This design comes from an exercise in tuning for small area, a short achievable clock period and few clock cycles per item on the open sky130 flow, not from production work. At most, simulation tests tie the RTL to the original design; equivalence was not proved. The RTL of run 1 was laid out without a check of its function. Power is estimated from default activity; no workload was simulated.

==> flow/design.v (outline; a module is shown in full before it is edited, if it fits) <==
// module fa: 4 lines
// module ha: 4 lines
// module preamble_sync: 12908 lines
module preamble_sync (
    input  wire              clk,
    input  wire              rst,         
    input  wire              pre_we,
    input  wire [3:0]        pre_idx,
    input  wire signed [7:0] pre_re,
    input  wire signed [7:0] pre_im,
    input  wire              in_valid,
    output wire              in_ready,
    input  wire signed [7:0] in_re,
    input  wire signed [7:0] in_im,
    input  wire              in_last,
    output reg               res_valid,
    input  wire              res_ready,
    output reg  [11:0]       res_start,
    output reg  [39:0]       res_power,
    output reg               res_nolag,
    output reg               idle
);
  // ...
==> flow/flow/run.sh <==
#!/bin/bash
# Layout flow: the standard flow (standard.sh, all steps from the standard
# synthesis to the final layout), with two changes:
#  - the buffers that buffer_ports puts on every input and output port are
#    sky130_fd_sc_hd__buf_4 instead of the delay buffer it picks by default;
#  - timing repair aims at 4.0 ns (setup margin 8.5 ns below the 12.5 ns
#    clock), so that it sizes up the weak drivers on the longest paths.
# make's full output goes to standard_flow.log in the folder the flow runs
# in; the ORFS step logs stay under orfs/logs/.
set -euo pipefail
bash standard.sh "BUFFER_PORTS_ARGS=-buffer_cell sky130_fd_sc_hd__buf_4" SETUP_SLACK_MARGIN=8.5 finish > standard_flow.log 2>&1
==> flow/standard.sh <==
#!/bin/bash
# synth_recipe.tcl (not shown) runs the flow's synth.tcl, then flattens the netlist and writes it again
# the make line also repeats each setting of config.mk as NAME=value (left out here)
make -C /OpenROAD-flow-scripts/flow DESIGN_CONFIG=/design/flow/config.mk WORK_HOME=/design/flow/orfs CLKGATE_MAP_FILE= SYNTH_SCRIPT=/design/flow/synth_recipe.tcl "${@:-finish}"
==> flow/config.mk <==
export PLATFORM = sky130hd
export DESIGN_NAME = preamble_sync
export DESIGN_NICKNAME = preamble_sync
export VERILOG_FILES = /design/flow/design.v
export SDC_FILE = /design/flow/constraint.sdc
export NUM_CORES = 4
export LEC_CHECK = 0
export CAP_MARGIN = 20
export CORE_MARGIN = 2
export CORE_UTILIZATION = 40
export SLEW_MARGIN = 20
export SYNTH_HIERARCHICAL = 1
==> flow/constraint.sdc <==
create_clock -name core_clock -period 12.5 [get_ports {clk}]
set_input_delay 2.5000 -clock core_clock [delete_from_list [all_inputs] [get_ports {clk}]]
set_output_delay 2.5000 -clock core_clock [all_outputs]
set_load 0.01 [all_outputs]
==> flow_metrics.py, run 1 <==
metrics = {
    "status": {
        "status": "timing/DRC/antenna clean",
    },
    "drt": {
        "finalWirelength_um": 569700,
        "vias": 99070,
        "top_layer": "met5",
    },
    "placement": {
        "pre_cts_slack_ps": 6842,
    },
    "final_layout": {
        "final_cell_mix": "nand2_1 (4,066), fa_1 (3,818), dfxtp_1 (1,296), and2_1 (764), a21oi_1 (485)",
        "nMultiInputCombCells": 9915,
        "final_common_cell": "nand2_1",
        "largest_class": "multi-input gates",
    },
    "floorplan": {
        "dieArea_mm2": 0.3780,
        "core_mm2": 0.3719,
        "die_y_um": 614.8,
    },
    "power_and_ir_drop": {
        "p_clk_frac": 0.175,
        "power_clock_uw": 6520,
    },
    "grt": {
        "busiest_layer": "met2",
        "grt_util_met1": 0.3870,
    },
    "timing": {
        "setup-violations-final": 0,
        "tightest_slew_ps": 1229,
        "fin_crit_sh": 0.3208,
        "skew_ps": 87.70,
    },
    "cts": {
        "insertion_delay_ps": 980,
        "cts_resized": 63,
        "clk_pin_slew_ps": 60,
    },
    "logic_synthesis": {
        "syn_area_mm2": 0.1492,
        "synthTopCellsByCount": "nand2_1 (4,074), fa_1 (3,818), dfxtp_1 (1,364), clkbuf_1 (976), and2_1 (765)",
        "synth_area_leader_cell": "fa_1",
        "synth_xor_area_frac": 0.005399,
        "synth_top_family_by_area": "adder cells",
        "synth_seq_cells": 1764,
    },
    "critical_path": {
        "r2r_cells": 6,
    },
}
==> run 2: changes to the inputs <==
--- a/flow/design.v
+++ b/flow/design.v
@@ -53,28 +53,30 @@
     reg signed [8:0] pe12, pg12;
     reg signed [7:0] pc13;
     reg signed [8:0] pe13, pg13;
     reg signed [7:0] pc14;
     reg signed [8:0] pe14, pg14;
     reg signed [7:0] pc15;
     reg signed [8:0] pe15, pg15;
     reg              we_r;
+    reg              rst_r;     
     reg        [3:0] idx_r;
     reg signed [7:0] re_r;
     reg signed [8:0] pre_e, pre_g;
     always @(posedge clk) begin
         idx_r <= pre_idx;
         re_r  <= pre_re;
         pre_e <= pre_re - pre_im;
         pre_g <= pre_re + pre_im;
         we_r  <= pre_we && !rst;
+        rst_r <= rst;
     end
     always @(posedge clk) begin
-        if (rst) begin
+        if (rst_r) begin
                 pc0 <= 8'sd0; pe0 <= 9'sd0; pg0 <= 9'sd0;
             pc1 <= 8'sd0; pe1 <= 9'sd0; pg1 <= 9'sd0;
             pc2 <= 8'sd0; pe2 <= 9'sd0; pg2 <= 9'sd0;
             pc3 <= 8'sd0; pe3 <= 9'sd0; pg3 <= 9'sd0;
             pc4 <= 8'sd0; pe4 <= 9'sd0; pg4 <= 9'sd0;
             pc5 <= 8'sd0; pe5 <= 9'sd0; pg5 <= 9'sd0;
             pc6 <= 8'sd0; pe6 <= 9'sd0; pg6 <= 9'sd0;
             pc7 <= 8'sd0; pe7 <= 9'sd0; pg7 <= 9'sd0;
@@ -12868,18 +12870,16 @@
     reg        q_nolag;     
     wire better = !have || pw_r > res_power[38:0];
     always @(posedge clk) begin
         if (rst) begin
             ocnt      <= 12'd0;
             have      <= 1'b0;
             q_nolag   <= 1'b0;
             res_valid <= 1'b0;
-            res_start <= 12'd0;
-            res_power <= 40'd0;
             res_nolag <= 1'b0;
         end else begin
             if (l_e)
                 ocnt <= 12'd0;
             else if (v_e)
                 ocnt <= ocnt + 12'd1;
             if (take) begin
                 res_valid <= q_nolag;
==> flow_metrics.py, run 2 <==
metrics = {
    "logic_synthesis": {
        "ys.flop_type": "dfxtp_1",
        "yosysMostFrequentCell": "nand2_1",
        "synth_seq_cells": 1765,
        "synth.distinct_cells": 70,
        "netlist_instances": 12870,
        "synthTopCellsByCount": "nand2_1 (4,044), fa_1 (3,818), dfxtp_1 (1,313), clkbuf_1 (976), and2_1 (760)",
        "syn_area_mm2": 0.1496,
        "yosysWarnings": 7,
        "ys_async_sr_fraction": 0,
        "synth_top_area_share": 0.5108,
        "yosys-top-cells-area": "fa_1 (51%), dfxtp_1 (18%), nand2_1 (10%)",
        "synth_edf_count": 452,
        "synth_area_leader_cell": "fa_1",
        "syn_area_per_cell_um2": 11.62,
        "yosysSeqAreaShare": 0.2664,
    },
    "timing": {
        "clock.fmax_mhz": 240.2,
        "finalSetupTns_ps": 0,
        "skew_ps": 87.68,
        "whs_ps": 313.4,
        "rsz0062_at_grt": "true",
        "fin_crit_sh": 0.3330,
        "setup-violations-final": 0,
        "min_period_ps": 4163,
        "tightest_slew_ps": 1205,
        "hold_violations": 0,
        "slew_violations": 0,
        "max-slew-margin-rel": 0.1956,
    },
    "critical_path": {
        "cp.required_ps": 10000,
        "critPathCaptureType": "output pin",
        "worst_path_max_delay_cell": "edfxtp_1",
        "arrival_ps": 1660,
        "r2r_cells": 6,
        "worstPathMaxFanout": 2,
        "max_stage_delay_ps": 520,
        "crit_family": "flip-flops",
        "start_kind": "flop",
        "critical_path_class": "flop to output pin",
        "cp_cell_sequence": "buf_6",
        "critPathBufInv": 1,
        "path_depth": 1,
    },
    "grt": {
        "antenna_found_initial": 25,
        "grt-ovfl-total": 0,
        "grt_pass1_vias": 104600,
        "grt_max_degree": 113,
        "grt_first_pass_wirelength_um": 800000,
        "grt_util_all_layers": 0.3012,
    },
    "drt": {
        "wl_per_cell_um": 32.03,
        "vias": 98360,
        "viasPerCell": 5.603,
        "first_pass_iters": 6,
        "finalWirelength_um": 562300,
        "drtIter0Drc": 11950,
        "final_antenna_net_count": 0,
        "drc": 0,
    },
    "final_layout": {
        "final_cell_mix": "nand2_1 (4,040), fa_1 (3,817), dfxtp_1 (1,273), and2_1 (760), a21oi_1 (481)",
        "fillers": 34530,
        "drive_above_1_share": 0.05744,
        "fin_cells": 17560,
        "final_util": 0.4361,
        "nets": 16440,
        "synthToLayoutAreaGrowth_pct": 8.480,
        "final_common_cell": "nand2_1",
        "seqCellArea_mm2": 0.03992,
        "multiInputGateArea_mm2": 0.1054,
        "reg.largest.list": "csa_t: 169 flops, csa_u: 169 flops, csa_v: 169 flops",
    },
    "power_and_ir_drop": {
        "power.leakage_uw": 0.04777,
        "p_int_uw": 19780,
        "ir_worst_vdd_uv": 394.6,
        "p_switching_uw": 15780,
        "p_clk_frac": 0.192,
        "power_uw": 35560,
        "seqPwrFrac": 0.237,
        "power_switching_share": 0.4438,
        "powerDensity_mw_per_mm2": 219.1,
        "comb_power_share": 0.571,
    },
    "cts": {
        "clk_pin_slew_ps": 60,
        "ctsHoldBuffers": 0,
        "root_buffer": "clkbuf_16",
        "insertion_delay_ps": 990,
        "clock_path_buffers": 4,
        "clock-sinks": 1765,
        "cts_buffers": 217,
        "h-tree-depth": 4,
        "cts_tree": "done",
    },
    "job": {
        "maxCapViolCount": 0,
    },
    "floorplan": {
        "dieArea_mm2": 0.3790,
        "die_x_um": 615.6,
        "start_util": 0.4020,
        "rows": 224,
        "core_mm2": 0.3722,
        "die_y_um": 615.6,
        "io-pin-count": 98,
    },
    "hold_path": {
        "whs_path_depth": 0,
        "hold_class": "flop to flop",
    },
    "placement": {
        "hpwl_um": 461000,
        "dpl.cell_count": 17050,
        "routabilityCongestion": 1.019,
        "port_buffers": 97,
    },
    "status": {
        "status": "timing/DRC/antenna clean",
    },
}
run 2: path summary, 6_finish.rpt:
kind	startpoint	endpoint	slack [ps]
setup reg to reg	w_b4[6]$_DFFE_PP_	csa_u[76]$_DFF_P_	8480
hold / removal	csa_u[4]$_DFF_P_	row_u[4]$_DFF_P_	310
hold reg to reg	csa_u[4]$_DFF_P_	row_u[4]$_DFF_P_	310
setup / recovery	res_power[16]$_DFFE_PN_	res_power[16]	8340
run 2: routing by layer:
metal / share of wire / up-vias / wire length, um / GRT usage
met5: 0.00020 / - / 112 / 0.004167
met4: 0.075 / 16 / 42220 / 0.1806
met3: 0.12 / 1182 / 68060 / 0.08751
met2: 0.43 / 6450 / 241000 / 0.4387
met1: 0.38 / 52380 / 210900 / 0.3988
li1: - / 38330 / - / -
run 2: kinds of logic (layout without fill, tap and decap cells):
group,count (synthesis),in the layout,share of synthesized area
AOI/OAI and AO/OA,663,663,0.02483
adders and majority gates,4013,4013,0.5271
xor gates and xnor gates,93,93,0.005444
other,1,35,0.00002506
muxes,54,54,0.003621
and+or+nand+nor,5033,5033,0.1411
buffers and inverters,1252,928,0.03146
DFF,1765,1765,0.2664
run 2: cell type report:
type / count / share of cell area
sequential: 1765 / 0.2459
antenna: 14 / 0.0002158
tap: 4972 / 0.03832
clock inverter: 107 / 0.006991
clock buffer: 300 / 0.04003
inverter: 264 / 0.006128
timing repair buffer: 257 / 0.01323
multi-input combinational: 9877 / 0.6492
run 2: power by group through the flow:
stage / registers [uW] / clock network (uW) / logic, uW
floorplan: 7620 / 0 / 13300
global placement: 8480 / 0 / 19600
detailed placement: 8490 / 0 / 19900
CTS: 8370 / 6930 / 20000
global route: 8460 / 7120 / 22500
finish: 8410 / 6830 / 20300
run 2: timing repair:
action	CTS	global route
setup buffers	52	31
resized for setup	60	24
cloned	0	0
endpoints found under the hold margin	0	0
setup endpoints to repair	99	78
pin swaps	0	6
run 2: metrics by stage:
stage | area, um^2 | setup slack [ps]
floorplan | 149700 | 8530
finish | 162300 | 8337
global route | 162300 | 8286
detailed placement | 153700 | 7650
global placement | 153700 | 7675
CTS | 161900 | 8262
run 2: Yosys stat by module (local to each module, per instance):
module | cells inside | times used | cell area [um^2] | flip-flops and latches
ha | 1 | 55 | 12.51 | 0
fa | 1 | 3812 | 20.02 | 0
preamble_sync | 9007 | 1 | 72630 | 1765
Testbench counts of run 2, summed over its fixed seeds: cycles 4,160, samples 4,096.
==> run 3: changes to the inputs <==
--- a/flow/flow/run.sh
+++ b/flow/flow/run.sh
@@ -5,3 +5,3 @@
 #    sky130_fd_sc_hd__buf_4 instead of the delay buffer it picks by default;
-#  - timing repair aims at 4.0 ns (setup margin 8.5 ns below the 12.5 ns
+#  - timing repair aims at 3.8 ns (setup margin 8.7 ns below the 12.5 ns
 #    clock), so that it sizes up the weak drivers on the longest paths.
@@ -10,2 +10,2 @@
 set -euo pipefail
-bash standard.sh "BUFFER_PORTS_ARGS=-buffer_cell sky130_fd_sc_hd__buf_4" SETUP_SLACK_MARGIN=8.5 finish > standard_flow.log 2>&1
+bash standard.sh "BUFFER_PORTS_ARGS=-buffer_cell sky130_fd_sc_hd__buf_4" SETUP_SLACK_MARGIN=8.7 finish > standard_flow.log 2>&1
==> flow_metrics.py, run 3 <==
metrics = {
    "drt": {
        "final_antenna_net_count": 0,
        "drc": 0,
        "drtIter0Drc": 11790,
        "wl_per_cell_um": 31.47,
        "viasPerCell": 5.604,
        "finalWirelength_um": 559700,
        "vias": 99660,
        "first_pass_iters": 8,
    },
    "critical_path": {
        "arrival_ps": 1650,
        "cp-startpoint": "res_power[16]$_DFFE_PN_",
        "path_depth": 1,
        "cp_cell_sequence": "buf_6",
        "r2r_setup_slack_ps": 8620,
        "rr_endpoint": "csa_v[156]$_DFF_P_",
        "crit_family": "flip-flops",
        "max_stage_delay_ps": 510,
        "start_kind": "flop",
        "r2r_cells": 6,
        "cp.required_ps": 10000,
        "r2r_start": "w_a8[7]$_DFFE_PP_",
        "worstPathMaxFanout": 2,
        "critPathCaptureType": "output pin",
        "critical_path_class": "flop to output pin",
        "critPathBufInv": 1,
        "worst_path_max_delay_cell": "edfxtp_1",
    },
    "floorplan": {
        "start_util": 0.4020,
        "rows": 224,
        "dieArea_mm2": 0.3790,
        "die_x_um": 615.6,
        "die_y_um": 615.6,
        "core_mm2": 0.3722,
        "io-pin-count": 98,
    },
    "logic_synthesis": {
        "syn_area_per_cell_um2": 11.62,
        "synthTopCellsByCount": "nand2_1 (4,044), fa_1 (3,818), dfxtp_1 (1,313), clkbuf_1 (976), and2_1 (760)",
        "yosysSeqAreaShare": 0.2664,
        "ys.flop_type": "dfxtp_1",
        "netlist_instances": 12870,
        "synth_top_area_share": 0.5108,
        "synth_seq_cells": 1765,
        "syn_area_mm2": 0.1496,
        "synth_edf_count": 452,
        "synth_area_leader_cell": "fa_1",
        "yosysMostFrequentCell": "nand2_1",
        "synth.distinct_cells": 70,
        "yosys-top-cells-area": "fa_1 (51%), dfxtp_1 (18%), nand2_1 (10%)",
        "ys_async_sr_fraction": 0,
        "yosysWarnings": 7,
    },
    "final_layout": {
        "final_cell_mix": "nand2_1 (4,038), fa_1 (3,774), dfxtp_1 (1,220), and2_1 (760), a21oi_1 (475)",
        "synthToLayoutAreaGrowth_pct": 10.24,
        "fin_area_mm2": 0.1650,
        "fin_cells": 17780,
        "final_util": 0.4432,
        "final_common_cell": "nand2_1",
        "drive_above_1_share": 0.08473,
        "nets": 16680,
        "reg.largest.list": "csa_t: 169 flops, csa_u: 169 flops, csa_v: 169 flops",
    },
    "placement": {
        "routabilityCongestion": 1.028,
        "place_area_mm2": 0.1538,
        "pre_cts_slack_ps": 7713,
        "port_buffers": 97,
        "dpl.cell_count": 17060,
        "hpwl_um": 455900,
    },
    "grt": {
        "grt_util_met1": 0.3990,
        "antenna_found_initial": 23,
        "grt_max_degree": 132,
        "use_met2": 0.4366,
        "grt_pass1_vias": 105800,
        "grtUsageMet3": 0.08387,
        "grt_first_pass_wirelength_um": 798900,
        "grt_util_all_layers": 0.2996,
        "busiest_layer": "met2",
        "grt-ovfl-total": 0,
    },
    "hold_path": {
        "hp-start": "csa_u[4]$_DFF_P_",
        "whs_path_depth": 0,
        "hold_end": "row_u[4]$_DFF_P_",
        "hold_class": "flop to flop",
    },
    "job": {
        "maxCapViolCount": 0,
    },
    "power_and_ir_drop": {
        "comb_power_share": 0.590,
        "power_switching_share": 0.4413,
        "powerDensity_mw_per_mm2": 221.3,
        "seqPwrFrac": 0.229,
        "ir_worst_vdd_uv": 389.9,
        "p_int_uw": 20390,
        "power.leakage_uw": 0.04907,
        "p_clk_frac": 0.181,
        "p_switching_uw": 16110,
    },
    "timing": {
        "max-slew-margin-rel": 0.2083,
        "setup-violations-final": 0,
        "clock.fmax_mhz": 240.9,
        "tightest_slew_ps": 1188,
        "skew_ps": 56.37,
        "slew_violations": 0,
        "rsz0062_at_grt": "true",
        "fin_crit_sh": 0.3320,
        "min_period_ps": 4150,
        "setup_ws_ps": 8350,
        "hold_violations": 0,
        "finalSetupTns_ps": 0,
    },
    "cts": {
        "ctsHoldBuffers": 0,
        "clock_path_buffers": 4,
        "root_buffer": "clkbuf_16",
        "clock-sinks": 1765,
        "h-tree-depth": 4,
        "insertion_delay_ps": 960,
        "cts_tree": "done",
        "cts_buffers": 212,
        "clk_pin_slew_ps": 60,
    },
    "status": {
        "status": "timing/DRC/antenna clean",
    },
}
[run 3: cells by family after synthesis]
kind of cell / share of synthesized area
fa+ha+maj: 0.5271
buf+inv: 0.03146
mux: 0.003621
simple gates: 0.1411
other cells: 0.00002506
compound gates: 0.02483
flops: 0.2664
xor+xnor: 0.005444
[run 3: per-stage QoR]
stage,hold WS [ps],power (uW)
5_1_grt,323.6,39040
4_1_cts,313.1,35590
3_3_place_gp,312.6,27940
2_1_floorplan,309.6,20870
3_5_place_dp,313.2,28330
6_report,314.7,36500
[run 3: modules after synthesis (local to each module, per instance)]
module / cell area, um^2 / cells / flip-flops and latches
fa: 20.02 / 1 / 0
ha: 12.51 / 1 / 0
preamble_sync: 72630 / 9007 / 1765
[run 3: worst max-delay path by stage]
| stage | endpoint | slack, ps |
|---|---|---|
| final | res_power[16] | 8350 |
| after global routing | res_power[15] | 8310 |
| after CTS | res_power[16] | 8260 |
| after detailed placement | pre_g[8]$_DFF_P_ | 7710 |
| after global placement | pre_g[8]$_DFF_P_ | 7660 |
| after floorplan | res_power[0]$_DFFE_PN_ | 8620 |
[run 3: repair_timing]
action | CTS | global route
resized for setup | 106 | 130
buffers inserted | 160 | 164
pin swaps | 6 | 38
endpoints found under the setup margin | 271 | 240
[run 3: area by class of cell]
type	instances	area (um^2)
Fill cell	34370	207200
Multi-Input combinational cell	9877	105800
Sequential cell	1765	39980
Clock buffer	300	6284
Tap cell	4972	6221
Timing Repair Buffer	504	4628
Inverter	264	1015
Clock inverter	95	1005
Antenna cell	7	17.52
[run 3: power groups by stage]
stage / combinational (uW) / clock [uW] / sequential, uW
floorplan: 13300 / 0 / 7620
detailed placement: 19800 / 0 / 8490
CTS: 20500 / 6710 / 8350
finish: 21600 / 6610 / 8340
global route: 23700 / 6900 / 8400
global placement: 19500 / 0 / 8480
[run 3: routing by layer]
layer	part of all wire	wire length (um)
met2	0.43	239400
met3	0.12	69240
met4	0.076	42470
met5	0.000091	51
met1	0.37	208600
==> run 4: changes to the inputs <==
--- a/flow/config.mk
+++ b/flow/config.mk
@@ -10,2 +10,4 @@
 export CORE_UTILIZATION = 40
+export CTS_CLUSTER_DIAMETER = 100
+export CTS_CLUSTER_SIZE = 20
 export SLEW_MARGIN = 20
==> flow_metrics.py, run 4 <==
metrics = {
    "critical_path": {
        "worstPathMaxFanout": 2,
        "r2r_start": "w_b6[3]$_DFFE_PP_",
        "r2r_cells": 6,
        "setup.worst_path.end": "res_power[16]",
        "arrival_ps": 1610,
        "worst_path_max_delay_cell": "edfxtp_1",
        "path_depth": 1,
        "cp.required_ps": 10000,
        "max_stage_delay_ps": 510,
        "critPathCaptureType": "output pin",
        "start_kind": "flop",
        "cp-startpoint": "res_power[16]$_DFFE_PN_",
        "crit_family": "flip-flops",
        "cp_cell_sequence": "buf_6",
        "r2r_setup_slack_ps": 8650,
        "rr_endpoint": "csa_u[76]$_DFF_P_",
        "critical_path_class": "flop to output pin",
        "critPathBufInv": 1,
    },
    "logic_synthesis": {
        "synth_edf_count": 452,
        "synth.distinct_cells": 70,
        "synth_simple_gate_area_share": 0.1411,
        "yosys-top-cells-area": "fa_1 (51%), dfxtp_1 (18%), nand2_1 (10%)",
        "netlist_instances": 12870,
        "ys.flop_type": "dfxtp_1",
        "synthAdderAreaFrac": 0.5271,
        "synth_top_area_share": 0.5108,
        "synth_area_leader_cell": "fa_1",
        "synthTopCellsByCount": "nand2_1 (4,044), fa_1 (3,818), dfxtp_1 (1,313), clkbuf_1 (976), and2_1 (760)",
        "synth_xor_area_frac": 0.005444,
        "synthMuxAreaShare": 0.003621,
        "syn_area_per_cell_um2": 11.62,
        "synth_compound_area_frac": 0.02483,
        "yosysMostFrequentCell": "nand2_1",
        "yosysSeqAreaShare": 0.2664,
        "synth_seq_cells": 1765,
        "synth_top_family_by_area": "adder cells",
        "ys_async_sr_fraction": 0,
        "yosysWarnings": 7,
        "syn_area_mm2": 0.1496,
    },
    "placement": {
        "hpwl_um": 455900,
        "dpl.cell_count": 17060,
        "port_buffers": 97,
        "place_area_mm2": 0.1538,
        "pre_cts_slack_ps": 7713,
        "routabilityCongestion": 1.028,
    },
    "floorplan": {
        "rows": 224,
        "io-pin-count": 98,
        "dieArea_mm2": 0.3790,
        "die_x_um": 615.6,
        "start_util": 0.4020,
        "core_mm2": 0.3722,
        "die_y_um": 615.6,
    },
    "cts": {
        "clock_path_buffers": 4,
        "clock-sinks": 1765,
        "clk_pin_slew_ps": 90,
        "ctsHoldBuffers": 0,
        "h-tree-depth": 3,
        "insertion_delay_ps": 980,
        "cts_buffers": 118,
        "root_buffer": "clkbuf_16",
        "cts_tree": "done",
    },
    "drt": {
        "drtIter0Drc": 12050,
        "vias": 98910,
        "wl_per_cell_um": 31.59,
        "viasPerCell": 5.598,
        "first_pass_iters": 8,
        "finalWirelength_um": 558100,
        "final_antenna_net_count": 0,
        "drc": 0,
    },
    "grt": {
        "busiest_layer": "met2",
        "grt_util_met1": 0.3993,
        "grt-ovfl-total": 0,
        "grt_first_pass_wirelength_um": 795500,
        "grtUsageMet3": 0.08096,
        "antenna_found_initial": 22,
        "grt_pass1_vias": 105000,
        "use_met2": 0.4352,
        "grt_util_all_layers": 0.2985,
        "grt_max_degree": 132,
    },
    "timing": {
        "tightest_slew_ps": 1257,
        "setup_ws_ps": 8389,
        "max-slew-margin-rel": 0.1605,
        "skew_ps": 73.29,
        "hold_violations": 0,
        "setup-violations-final": 0,
        "min_period_ps": 4111,
        "clock.fmax_mhz": 243.2,
        "rsz0062_at_grt": "true",
        "fin_crit_sh": 0.3289,
        "slew_violations": 0,
        "finalSetupTns_ps": 0,
    },
    "final_layout": {
        "fin_cells": 17670,
        "final_common_cell": "nand2_1",
        "nets": 16650,
        "fin_area_mm2": 0.1621,
        "drive_above_1_share": 0.07874,
        "final_cell_mix": "nand2_1 (4,039), fa_1 (3,780), dfxtp_1 (1,177), and2_1 (760), a21oi_1 (476)",
        "reg.largest.list": "csa_t: 169 flops, csa_u: 169 flops, csa_v: 169 flops",
        "synthToLayoutAreaGrowth_pct": 8.299,
    },
    "power_and_ir_drop": {
        "ir_worst_vdd_uv": 393.9,
        "power.leakage_uw": 0.04765,
        "powerDensity_mw_per_mm2": 211.8,
    },
    "status": {
        "status": "timing/DRC/antenna clean",
    },
    "hold_path": {
        "hold_class": "flop to flop",
    },
    "job": {
        "maxCapViolCount": 0,
    },
}
run 4: cell counts after synthesis:
Identical to the previous run, type by type.
run 4: kinds of logic after synthesis:
logic type / count (synthesis)
multiplexers: 54
adder cells (fa/ha/maj): 4013
buffers and inverters: 1252
flip-flops: 1765
AND/OR/NAND/NOR: 5033
other: 1
XOR/XNOR: 93
AO/OA/AOI/OAI: 663
run 4: metal layers:
metal | up-vias | wire [um] | part of all wire
li1 | 38620 | - | -
met1 | 52800 | 208500 | 0.37
met2 | 6395 | 239400 | 0.43
met3 | 1089 | 67970 | 0.12
met4 | 8 | 42190 | 0.076
met5 | - | 40 | 0.000072
run 4: area by class of cell:
type | instances | area (um^2)
fill | 34690 | 210100
inverter | 264 | 1015
antenna | 10 | 25.02
sequential | 1765 | 40040
timing repair buffer | 572 | 5214
tap | 4972 | 6221
clock inverter | 38 | 451.7
multi-input combinational | 9877 | 105700
clock buffer | 171 | 3346
run 4: per-module statistics from Yosys (local to each module, per instance):
module	cells	times used	area, um^2	flops+latches
fa	1	3812	20.02	0
ha	1	55	12.51	0
preamble_sync	9007	1	72630	1765
run 4: how the worst min path moves through the flow:
stage                  endpoint  depth (start not counted)  slack, ps             start
6_report       row_v[1]$_DFF_P_                          0        320  csa_v[1]$_DFF_P_
5_1_grt        row_v[1]$_DFF_P_                          0        330  csa_v[1]$_DFF_P_
4_1_cts        row_v[1]$_DFF_P_                          0        320  csa_v[1]$_DFF_P_
3_5_place_dp   row_t[2]$_DFF_P_                          0        310  csa_t[2]$_DFF_P_
3_3_place_gp   row_t[1]$_DFF_P_                          0        310  csa_t[1]$_DFF_P_
2_1_floorplan  row_t[0]$_DFF_P_                          0        310  csa_t[0]$_DFF_P_
run 4: where the power goes:
part / internal [uW] / total, uW / switching, uW
registers: 7190 / 8320 / 1140
clock network: 1950 / 4320 / 2370
logic: 9440 / 21700 / 12200
run 4: repair_timing:
action / 4_1_cts / 5_1_grt
setup endpoints to repair: 256 / 237
pin swaps: 16 / 26
setup buffers: 205 / 187
resized for setup: 114 / 153
run 4: through the flow:
step | util | total power (uW) | hold slack, ps
after floorplan | - | 20870 | 309.6
after global placement | 0.4132 | 27940 | 312.6
after detailed placement | 0.4132 | 28330 | 313.2
after CTS | 0.4295 | 33330 | 325.0
after global routing | 0.4354 | 36830 | 329.7
final | 0.4354 | 34320 | 323.3

==> re-timing with driven ports <==
The flow's constraints put no driver on any port. The routed layouts listed below were extracted and timed again, unchanged, in two steps. Step 1 (the two cells are an assumption about what drives the block):
set clk [get_ports {clk}]
set_driving_cell -lib_cell sky130_fd_sc_hd__clkbuf_16 $clk
set_driving_cell -lib_cell sky130_fd_sc_hd__buf_2 [delete_from_list [all_inputs] $clk]
Step 2 adds t to the input delays and takes it off the output delays; t is the mean of the earliest and latest rising clock arrival at the registers after step 1. Input paths then give back, and output paths get back, about the clock's delay inside the block. Slacks: no drivers / after step 1 / after step 2; pairs: no drivers / after step 1.
run	t (ns)	setup slack, ns	hold WS [ns]	worst register clock-pin slew, ns
run 1	1.031	8.490 / 8.455 / 7.637	0.326 / 0.326 / 0.326	0.08 / 0.08
run 2	1.051	8.337 / 8.229 / 7.714	0.313 / 0.313 / 0.313	0.08 / 0.08
run 3	1.043	8.350 / 8.243 / 7.809	0.315 / 0.315 / 0.315	0.07 / 0.07
run 4	1.060	8.389 / 8.268 / 7.921	0.323 / 0.323 / 0.323	0.10 / 0.10
After both steps every run listed still meets setup and hold. The setup slack of run 1, which loses most, moves by -0.035 ns with the drivers and by -0.853 ns with both steps.
